What follows belongs to an exercise in optimizing a design on an open flow for small area and few clock cycles; a production flow would make more cautious choices.
RTL that was checked went through simulation tests only; none was proved equivalent to the original.
Power and IR drop assume default switching activity.

==> inputs of run M <==
// pff_raster
module pff_raster (
    input  wire        clk,
    input  wire        rst,
    input  wire        cmd_valid,
    input  wire [31:0] cmd_data,
    output wire        cmd_ready,
    output wire        tok_valid,
    output wire        tok_cmd,
    output wire [7:0]  tok_byte,
    output wire        tok_last,
    input  wire        tok_ready,
    input  wire        err_clear,
    output wire        err,
    output wire [3:0]  err_code,
    output wire [31:0] err_cmd
);
export LEC_CHECK = 0
export CAP_MARGIN = 20
export CORE_MARGIN = 2
export CORE_UTILIZATION = 40
export PLACE_DENSITY = 0.6
export SLEW_MARGIN = 20
create_clock -name core_clock -period 11.0 [get_ports {clk}]
standard.sh (not shown) runs the stock make flow with config.mk's settings and CLKGATE_MAP_FILE= SYNTH_SCRIPT=/design/flow/synth_recipe.tcl, a recipe that flattens the netlist after the stock synthesis.
==> flow/flow/run.sh <==
#!/bin/bash
# The standard layout (standard.sh) with two changes: the input and output
# ports get sky130 buf_1 buffers (the standard buffer_ports picks a larger
# delay cell), and the clock tree is built from clkbuf_16 sink clusters of up
# to 24 flip-flops without dummy loads. make's full output goes to
# standard.log in the work folder; ORFS keeps each step's log under orfs/logs.
set -euo pipefail
export BUFFER_PORTS_ARGS="-buffer_cell sky130_fd_sc_hd__buf_1"
export CTS_ARGS="-sink_clustering_enable -repair_clock_nets -dont_use_dummy_load -sink_clustering_size 24 -sink_clustering_max_diameter 80 -buf_list sky130_fd_sc_hd__clkbuf_16"
bash standard.sh > standard.log 2>&1
==> run K: changes against run M <==
ABC_AREA = 1   (was unset)
==> run D: changes against run M <==
--- a/flow/design.v
+++ b/flow/design.v
@@ -48,17 +48,17 @@
             8'h13, 8'h14: in_legal = (cmd_data[23:17] == 7'd0);
             default: in_legal = 1'b0;
         endcase
     end
     assign cmd_ready = (state == S_HDR) || (state == S_W1) || (state == S_W2);
     wire take = cmd_valid && cmd_ready;
     assign err = (state == S_ERR);
     assign err_code = err ? ((k[1:0] == 2'd0) ? 4'd2 : (k[1:0] == 2'd1) ? 4'd4 : 4'd5) : 4'd0;
-    assign err_cmd  = {E[10:8], hty[3], E[7], hty[2:0], E[6:0], hlo};
+    assign err_cmd  = {Y[15:13] & {3{k[2]}}, hty[3], Y[11] & k[2], hty[2:0], Y[7:1] & {7{k[2]}}, hlo};
     wire emit = (state == S_EMIT);
     wire set  = (state == S_SET);
     wire eqx = (X == X1);
     wire eqy = (Y == Y1);
     wire seq_x = (seq >= 4'd1) && (seq <= 4'd4);     
     wire seq_y = (seq >= 4'd6) && (seq <= 4'd9);     
     wire c_kend = filled ? (k[1:0] == 2'd3) : (k == 3'd7);
     localparam A_X = 3'd0, A_X1 = 3'd1, A_Y = 3'd2, A_Y1 = 3'd3, A_E = 3'd4, A_0 = 3'd5, A_C = 3'd6;
@@ -184,39 +184,39 @@
                 else bsel = B_XB;
             end else begin
                 if (!lastf) begin asel = A_Y; bcin = 1'b1; end
                 else if (k[1:0] == 2'd0) asel = A_Y1;
                 else bsel = B_YB;
             end
         end
     end
-    reg [17:0] ra;
+    reg [16:0] ra;
     reg [16:0] mb;
     always @(*) begin
         case (asel)
-            A_X:  ra = {{2{aext & X[15]}}, X};
-            A_X1: ra = {{2{aext & X1[15]}}, X1};
-            A_Y:  ra = {{2{aext & Y[15]}}, Y};
-            A_Y1: ra = {{2{aext & Y1[15]}}, Y1};
-            A_E:  ra = {E[16], E};
-            A_C:  ra = {{2{aext & cmd_data[15]}}, cmd_data[15:0]};
-            default: ra = 18'd0;
+            A_X:  ra = {aext & X[15], X};
+            A_X1: ra = {aext & X1[15], X1};
+            A_Y:  ra = {aext & Y[15], Y};
+            A_Y1: ra = {aext & Y1[15], Y1};
+            A_E:  ra = E;
+            A_C:  ra = {aext & cmd_data[15], cmd_data[15:0]};
+            default: ra = 17'd0;
         endcase
-        case (bsel)
+        case ((gz && (bsel == B_GX || bsel == B_GY)) ? B_0 : bsel)
             B_GX: mb = {1'b0, gx};
             B_GY: mb = {1'b0, gy};
             B_XB: mb = XB;
             B_YB: mb = YB;
             default: mb = 17'd0;
         endcase
     end
-    wire [17:0] rb = {bext & mb[16], bext & mb[16], mb[15:0]} ^ {18{binv}};
-    wire [17:0] R  = ra + rb + {17'd0, bcin};
-    wire        r_ok = (R[17:16] == 2'b00);
+    wire [16:0] rb = {bext & mb[16], mb[15:0]} ^ {17{binv}};
+    wire [16:0] R  = ra + rb + {16'd0, bcin};
+    wire        r_ok = !R[16];
     wire        ceq = (~XB[15:0] == YB[15:0]);
     wire        c_fin = lastf || (step && ceq);
     reg  [7:0]  tb;
     reg         tc, tl;
     always @(*) begin
         tc = 1'b0; tl = 1'b0; tb = R[15:8];
         case (seq)
             4'd0:  begin tc = 1'b1; tb = 8'h2A; tl = 1'b1; end
@@ -234,171 +234,170 @@
     assign tok_byte  = tb;
     assign tok_last  = tl;
     wire row_more  = fillmode && !eqx;
     wire rows_more = rowsmode && !eqy;
     wire rect_end  = emit && tok_ready && (seq == 4'd12) && !row_more && !rows_more;
     always @(posedge clk) begin
         if (rst) begin
             state <= S_HDR;
-            gx <= 16'd0; gy <= 16'd0;
             gz <= 1'b1;
         end else begin
             case (state)
                 S_HDR: if (take) begin
                     hty <= {cmd_data[28], cmd_data[26:24]};
                     hlo <= cmd_data[16:0];
-                    E[10:0] <= {cmd_data[31:29], cmd_data[27], cmd_data[23:17]};
+                    Y <= cmd_data[31:16];
                     seq <= 4'd0;
                     nrow <= 1'b0;
                     lastf <= 1'b0; swx <= gz;
                     X1 <= fw; Y1 <= fh;
                     if (!in_legal) begin
-                        k[1:0] <= 2'd0; state <= S_ERR;
+                        k <= 3'b100; state <= S_ERR;
                     end else if (in_op == 8'h00)
                         state <= S_HDR;
                     else if (in_op == 8'h11)
                         state <= S_SET;
                     else
                         state <= S_W1;
                 end
                 S_W1: if (take) begin
                     if (t_geom) begin
                         fw <= cmd_data[15:0]; fh <= cmd_data[31:16]; gz <= 1'b0;
                         state <= S_W2;
                     end else begin
-                        X <= R[15:0]; XB <= R[16:0];
+                        X <= R[15:0]; XB <= R;
                         Y <= cmd_data[31:16];
                         if (!r_ok) lastf <= 1'b1;
                         state <= t_pixel ? S_SET : S_W2;
                     end
                 end
                 S_W2: if (take) begin
                     k <= 3'd0;
                     step <= 1'b0;
                     if (t_geom) begin
                         gx <= cmd_data[15:0]; gy <= cmd_data[31:16];
                         state <= S_HDR;
                     end else if (t_circ) begin
                         XB <= {1'b0, R[15:0]};
-                        if (cmd_data[31:16] != 16'd0) begin k[1:0] <= 2'd0; state <= S_ERR; end
+                        if (cmd_data[31:16] != 16'd0) begin k <= {1'b0, 2'd0}; state <= S_ERR; end
                         else state <= S_SET;
                     end else begin
                         X1 <= R[15:0]; Y1 <= cmd_data[31:16];
                         if (!r_ok) lastf <= 1'b1;
                         state <= S_SET;
                     end
                 end
                 S_SET: begin
                     seq <= seq + 4'd1;
                     if (t_pixel) begin
                         Y <= R[15:0];
-                        if (!r_ok || lastf) begin k[1:0] <= 2'd2; state <= S_ERR; end
+                        if (!r_ok || lastf) begin k <= {1'b0, 2'd2}; state <= S_ERR; end
                         else begin state <= S_EMIT; seq <= 4'd0; end
                     end else if (t_fill) begin
                         case (seq[2:0])
                             3'd0: begin X1 <= R[15:0]; if (R[16]) swx <= 1'b1; end    
                             3'd1: begin Y1 <= R[15:0]; if (R[16]) swx <= 1'b1; end
                             3'd2: begin X1 <= R[15:0]; if (!r_ok) lastf <= 1'b1; end
                             3'd3: begin
                                 Y1 <= R[15:0];
-                                if (swx) begin k[1:0] <= 2'd1; state <= S_ERR; end
-                                else if (!r_ok || lastf) begin k[1:0] <= 2'd2; state <= S_ERR; end
+                                if (swx) begin k <= {1'b0, 2'd1}; state <= S_ERR; end
+                                else if (!r_ok || lastf) begin k <= {1'b0, 2'd2}; state <= S_ERR; end
                             end
-                            3'd4: begin X <= R[15:0]; XB <= R[16:0]; end
+                            3'd4: begin X <= R[15:0]; XB <= R; end
                             default: begin Y <= R[15:0]; begin state <= S_EMIT; seq <= 4'd0; end end
                         endcase
                     end else if (t_circ) begin
                         if (!seq[2] || seq[2:0] == 3'd4) begin
                             if (!r_ok) lastf <= 1'b1;
                         end
                         case (seq[2:0])
                             3'd0: Y1 <= R[15:0];
                             3'd1: Y <= R[15:0];
-                            3'd5: if (!r_ok || lastf) begin k[1:0] <= 2'd2; state <= S_ERR; end
-                            3'd6: begin XB <= {1'b1, R[15:0]}; E <= R[17:1]; xmaj <= R[0]; end
-                            3'd7: begin YB <= R[16:0]; begin state <= S_EMIT; seq <= 4'd0; end end
+                            3'd5: if (!r_ok || lastf) begin k <= {1'b0, 2'd2}; state <= S_ERR; end
+                            3'd6: begin XB <= {1'b1, R[15:0]}; E <= {R[16], R[16:1]}; xmaj <= R[0]; end
+                            3'd7: begin YB <= R; begin state <= S_EMIT; seq <= 4'd0; end end
                             default: ;
                         endcase
                     end else if (seq <= 4'd1) begin
                         if (seq[0]) Y1 <= R[15:0];
-                        else begin Y <= R[15:0]; YB <= R[16:0]; end
+                        else begin Y <= R[15:0]; YB <= R; end
                         if (!r_ok) lastf <= 1'b1;
-                        if (seq[0] && (!r_ok || lastf)) begin k[1:0] <= 2'd2; state <= S_ERR; end
+                        if (seq[0] && (!r_ok || lastf)) begin k <= {1'b0, 2'd2}; state <= S_ERR; end
                     end else if (t_line) begin
                         case (seq)
-                            4'd2: XB <= R[16:0];
-                            4'd3: YB <= R[16:0];
-                            4'd4: E <= R[16:0];
-                            4'd5: xmaj <= !R[17];
-                            4'd6: E <= R[17:1];
-                            default: begin E <= R[16:0]; state <= S_EMIT; seq <= 4'd0; end
+                            4'd2: XB <= R;
+                            4'd3: YB <= R;
+                            4'd4: E <= R;
+                            4'd5: xmaj <= !R[16];
+                            4'd6: E <= {R[16], R[16:1]};
+                            default: begin E <= R; state <= S_EMIT; seq <= 4'd0; end
                         endcase
                     end else begin    
                         case (seq)
-                            4'd2: swx <= R[17];
+                            4'd2: swx <= R[16];
                             4'd3: begin
-                                nrow <= R[17];
-                                if (!swx && !R[17]) begin state <= S_EMIT; seq <= 4'd0; end
+                                nrow <= R[16];
+                                if (!swx && !R[16]) begin state <= S_EMIT; seq <= 4'd0; end
                             end
                             4'd4: X <= R[15:0];
                             4'd5: X1 <= R[15:0];
-                            4'd6: XB <= R[16:0];
+                            4'd6: XB <= R;
                             4'd7: Y <= R[15:0];
                             4'd8: Y1 <= R[15:0];
-                            default: begin YB <= R[16:0]; nrow <= 1'b0; state <= S_EMIT; seq <= 4'd0; end
+                            default: begin YB <= R; nrow <= 1'b0; state <= S_EMIT; seq <= 4'd0; end
                         endcase
                     end
                 end
                 S_EMIT: if (tok_ready) begin
                     if (seq != 4'd12) seq <= seq + 4'd1;
                     else if (row_more || rows_more) seq <= 4'd11;
                     else seq <= 4'd0;
                     if (seq == 4'd12) begin
                         if (row_more) X <= R[15:0];
                         else if (rows_more) Y <= R[15:0];
                         nrow <= !row_more && rows_more;
                     end
                     if (seq == 4'd11 && nrow) X <= R[15:0];
                     if (t_line) begin
                         case (seq)
-                            4'd0: begin lastf <= eqx && eqy; step <= E[16]; E <= R[16:0]; end
+                            4'd0: begin lastf <= eqx && eqy; step <= E[16]; E <= R; end
                             4'd5: if (xmaj || step) X <= R[15:0];
                             4'd10: if (!xmaj || step) Y <= R[15:0];
-                            4'd11: E <= R[16:0];
+                            4'd11: E <= R;
                             default: ;
                         endcase
                     end
                     if (outline) begin
                         case (seq)
-                            4'd0: lastf <= k[1:0][1] ? eqy : eqx;
-                            4'd5: if (lastf || !k[1:0][1]) X <= R[15:0];
-                            4'd10: if (lastf || k[1:0][1]) Y <= R[15:0];
+                            4'd0: lastf <= k[1] ? eqy : eqx;
+                            4'd5: if (lastf || !k[1]) X <= R[15:0];
+                            4'd10: if (lastf || k[1]) Y <= R[15:0];
                             default: ;
                         endcase
                     end
                     if (t_circ) begin
                         case (seq)
                             4'd0: begin
                                 if (k == 3'd0) begin
                                     XB <= {1'b1, R[15:0]};
                                     step <= !E[16] || (E[15:1] == 15'h7FFF);    
                                 end else if (k == 3'd1 || k == 3'd2)
-                                    E <= R[16:0];
+                                    E <= R;
                                 if (k == 3'd2) xmaj <= ~xmaj;
                             end
                             4'd2: X <= R[15:0];
                             4'd4: X1 <= R[15:0];
                             4'd5: begin
-                                if (k[2:1] == 2'b00) E <= R[16:0];
+                                if (k[2:1] == 2'b00) E <= R;
                                 lastf <= ceq;
                             end
                             4'd10: begin
                                 if (c_kend) YB <= {1'b0, R[15:0]};
-                                else if (k[2:1] == 2'b00) E <= R[16:0];
+                                else if (k[2:1] == 2'b00) E <= R;
                             end
                             default: ;
                         endcase
                     end
                     if (rect_end) begin
                         if (t_circ) k <= c_kend ? 3'd0 : k + 3'd1;
                         if (outline && lastf) k[1:0] <= k[1:0] + 2'd1;
                         if (t_pixel || fillmode && !t_circ ||
ABC_AREA = 1   (was unset)
==> summary.md <==
The repair_antennas step left the layout with diodes totalling 0. The share of post-route cells with drive strength above 1 came out at 7.21%. The flow ran to the end and the layout has no timing, DRC or antenna violations. The share of final layout cell area taken by clock buffers and inverters was 2.76%.

Wire segments on met2 add up to 27.5 mm in the final route. The capture endpoint of the worst hold path was state[2]. Together, buffers and inverters on the worst path number 4.

Switching part of the total: 51.8%. The signal arrival time at the worst endpoint came out at 8.06 ns. Once detailed placement completed, the half-perimeter wirelength came to 51.5 mm. Fraction of the mapped netlist area in simple logic gates: 24.6%.
The numbers above come from run D.

==> summary.md <==
The run finished with no timing, DRC or antenna violations. Data arrives at the worst endpoint at 7.61 ns. Clock tree buffers and inverters occupy 2.92% of the routed design's cell area. Of the total synthesized cell area, the portion taken by AND, OR, NAND and NOR gates is 27.6%. The tools report the capture endpoint of the worst hold path as gz. The switching part of the total came out at 52.9%. The number of buffers and inverters on the critical path is 7.

Once detailed placement completed, the half-perimeter wirelength came to 58.1 mm.
The numbers above come from run K.

==> summary.md <==
Of the total synthesized cell area, the portion taken by AND, OR, NAND and NOR gates is 16.1%. Cells with a size suffix above 1 make up 10.1% of the layout. The final HPWL from detailed placement came out at 50.5 mm.

The tools report the area used by multi-input combinational logic as 8420 µm². The flow ran to the end and the layout has no timing, DRC or antenna violations. For the power in the clock group, the log shows 0.547 mW.

The share of final layout cell area taken by clock buffers and inverters came out at 2.42%. Net switching is 49.2% of the power. The routed design uses 27.7 mm of met2 wire.

The capture endpoint of the worst hold path is gy[15].
The numbers above come from run M.

Testbench counts of run M, summed over its fixed seeds: cycles 495,175.
Testbench counts of run K, summed over its fixed seeds: cycles 495,175.
Function not checked in run D: the RTL went through the layout flow alone.

## separate check: timing with driven ports
The flow's constraints put no driver on any port. The routed layouts listed below were extracted and timed again, unchanged, in two steps.
Step 1: set_driving_cell puts a clkbuf_16 on clk and a buf_2 on each other input, an assumption about the parent block.
Step 2 moves the port delays by t, midway between the first and last clock arrival at a register: inputs arrive t later, outputs are due t later. That takes back most of the time a late clock gives input paths.
a / b / c = ideal / step 1 / step 2; a / b = the first two.
run	shift t [ns]	slack for setup (ns)	worst hold slack (ns)	slew at the worst register clock pin (ns)	worst data-port slew with drivers (ns)
run M	0.541	0.788 / 0.732 / 1.273	0.461 / 0.461 / 0.461	0.10 / 0.10	0.04
run K	0.559	1.193 / 1.139 / 1.698	0.491 / 0.491 / 0.491	0.10 / 0.10	0.03
run D	0.564	0.744 / 0.691 / 1.255	0.526 / 0.526 / 0.526	0.09 / 0.09	0.04
After both steps setup and hold are still met in every run listed.
